This design comes from an exercise in tuning for small area, a short achievable clock period and few clock cycles on the open sky130 flow, not from production work.
Function was checked by simulation only, so behaviour that the tests miss may differ from the original.

## hmac_sha256
module hmac_sha256 (
    input  wire         clk,
    input  wire         rst,           
    input  wire         start,         
    input  wire         mode,          
    input  wire [511:0] key,           
    input  wire         in_valid,
    output wire         in_ready,
    input  wire [31:0]  in_data,       
    input  wire         in_last,
    input  wire [2:0]   in_nbytes,     
    output wire [255:0] mac,
    output wire         mac_valid
);
Size in the first run: about 7,300 cells after synthesis, about 1,700 flip-flops, ~810 I/O pins.
Settings: LEC_CHECK=0, CAP_MARGIN=20, CORE_MARGIN=2, CORE_UTILIZATION=40, PLACE_DENSITY=0.65, SLEW_MARGIN=20, TNS_END_PERCENT=10; clock period 10.0 ns.
standard.sh (not shown) runs the stock make flow with config.mk's settings and CLKGATE_MAP_FILE= SYNTH_SCRIPT=/design/flow/synth_recipe.tcl, a recipe that flattens the netlist after the stock synthesis.
==> flow/flow/run.sh <==
#!/bin/bash
set -euo pipefail
export SETUP_SLACK_MARGIN=5.5
export BUFFER_PORTS_ARGS="-buffer_cell sky130_fd_sc_hd__buf_1"
bash standard.sh > standard.log 2>&1
The first run passed the timing, design-rule and antenna checks.
Testbench counts at the start, summed over its fixed seeds: cycles 73,769.
Next try:
Settings changed: CORE_UTILIZATION 40 to 45, CTS_BUF_LIST set to sky130_fd_sc_hd__clkbuf_8, PLACE_DENSITY 0.65 to not set.
Clock skew came out higher by 0.056 ns. Sequential cell count does not change. Global-route usage came out higher by 4.2 points. Wire length came out lower by 0.76%. Hold slack got worse by 0.014 ns. Via count came out higher by 1.1%.

========
rev 12:
hmac_sha256 again, from the RTL that the note above started with.
## hmac_sha256
module hmac_sha256 (
    input  wire         clk,
    input  wire         rst,           
    input  wire         start,         
    input  wire         mode,          
    input  wire [511:0] key,           
    input  wire         in_valid,
    output wire         in_ready,
    input  wire [31:0]  in_data,       
    input  wire         in_last,
    input  wire [2:0]   in_nbytes,     
    output wire [255:0] mac,
    output wire         mac_valid
);
    localparam [2:0] B_INIT = 3'd0,    
                     B_IKEY = 3'd1,
                     B_MSG  = 3'd2,
                     B_OKEY = 3'd3,
                     B_ODIG = 3'd4,
                     B_IDLE = 3'd5;
    localparam [255:0] IV224 = {32'hc1059ed8, 32'h367cd507, 32'h3070dd17, 32'hf70e5939,
                                32'hffc00b31, 32'h68581511, 32'h64f98fa7, 32'hbefa4fa4};
    localparam [255:0] IV256 = {32'h6a09e667, 32'hbb67ae85, 32'h3c6ef372, 32'ha54ff53a,
                                32'h510e527f, 32'h9b05688c, 32'h1f83d9ab, 32'h5be0cd19};
    reg  [2:0]   blk;
    reg  [5:0]   cnt;          
    reg          isf;          
    reg  [2:0]   wblk_r;       
    reg  [3:0]   wk_r;         
    reg          wslot_r;      
    reg  [1:0]   jj_r;         
    reg          sumc_r;       
    reg          mode_r;
    reg  [511:0] ks;           
    reg  [255:0] hc;           
    reg  [31:0]  a, b, c, d, e, f, g, h;    
    reg  [31:0]  w [0:15];
    reg          mac_v;
    reg  [3:0]   rot_ph;       
    reg          open_r;       
    reg          buf_v, buf_last;    
    reg  [2:0]   buf_nb;
    reg  [31:0]  buf_d;
    reg          tl_v, tl_last;      
    reg  [2:0]   tl_nb;
    reg  [31:0]  tl_d;
    reg          ended;        
    reg          need80;       
    reg          len_fits;     
    reg          final_blk;    
    reg  [15:0]  nbytes;
    integer i;
    wire [255:0] iv = mode_r ? IV224 : IV256;
    function automatic [63:0] csa(input [31:0] x, input [31:0] y, input [31:0] z);
        reg [31:0] t, s, cy;
        begin
            t   = x ^ y;
            s   = (z & ~t) | (~z & t);
            cy  = (t & z) | (~t & x);
            csa = {cy[30:0], 1'b0, s};
        end
    endfunction
  ...
clock: 10.0 ns
lec_check: 0
cap_margin: 30
core_margin: 2
core_utilization: 40
slew_margin: 20
tns_end_percent: 10
==> flow/flow/run.sh <==
#!/bin/bash
set -euo pipefail
export SETUP_SLACK_MARGIN=5.8
export BUFFER_PORTS_ARGS="-buffer_cell sky130_fd_sc_hd__buf_1"
bash standard.sh > standard.log 2>&1
Testbench counts of rev 12, summed over its fixed seeds: cycles 73,769.
The inputs of rev 13 differ from those of rev 12 as listed below.
==> flow/flow/run.sh <==
#!/bin/bash
set -euo pipefail
export SETUP_SLACK_MARGIN=5.5
export BUFFER_PORTS_ARGS="-buffer_cell sky130_fd_sc_hd__buf_1"
bash standard.sh > standard.log 2>&1
diff --git a/flow/config.mk b/flow/config.mk
--- a/flow/config.mk
+++ b/flow/config.mk
@@ -7,3 +7,3 @@
 export LEC_CHECK = 0
-export CAP_MARGIN = 30
+export CAP_MARGIN = 20
 export CORE_MARGIN = 2
Relative to rev 12, rev 13 improves detailed router's first-iteration violation count.
Re share of flip-flops with an asynchronous set or reset: no difference whatsoever between rev 12 and rev 13.
Rev 13 -> rev 12: synthesized cell count delta 0, exact match
Diff rev 13..rev 12 | standard-cell row count | unchanged
Detailed-route wire length, rev 13 and rev 12: smaller value in rev 13
Per the comparison of rev 13 with rev 12, clock input transition at the sequential cells of the worst setup and hold paths now sits at about the same level; total number of multi-input combinational cells comparable.
Highest clock frequency the design can meet on rev 13 is behind rev 12.
The final reports for rev 13 and rev 12 show finished layout cell area lower in the former.

## what the ideal ports hide
The flow's constraints put no driver on any port. The routed layouts listed below were extracted and timed again, unchanged, in two steps. Step 1: set_driving_cell puts a clkbuf_16 on clk and a buf_2 on each other input, an assumption about the parent block. Step 2 also shifts input and output timing later by t, the mid clock arrival at the registers, as if the neighbouring blocks saw the same clock. Slacks: ideal ports / drivers / drivers and shift; pairs: ideal ports / drivers.
| run | shift t [ns] | slack for setup (ns) | worst hold slack (ns) |
|---|---|---|---|
| the first run of note 1 | 0.934 | 5.409 / 5.409 / 4.632 | 0.309 / 0.309 / 0.309 |
| the second run of note 1 | 1.126 | 5.328 / 5.328 / 4.339 | 0.295 / 0.295 / 0.295 |
| rev 12 | 0.938 | 5.493 / 5.493 / 4.715 | 0.306 / 0.306 / 0.306 |
| rev 13 | 0.953 | 5.399 / 5.479 / 4.526 | 0.306 / 0.306 / 0.306 |
After both steps every run listed still meets setup and hold. For the second run of note 1, which loses most, drivers alone change the setup slack by 0.000 ns; drivers and shift together by -0.989 ns.
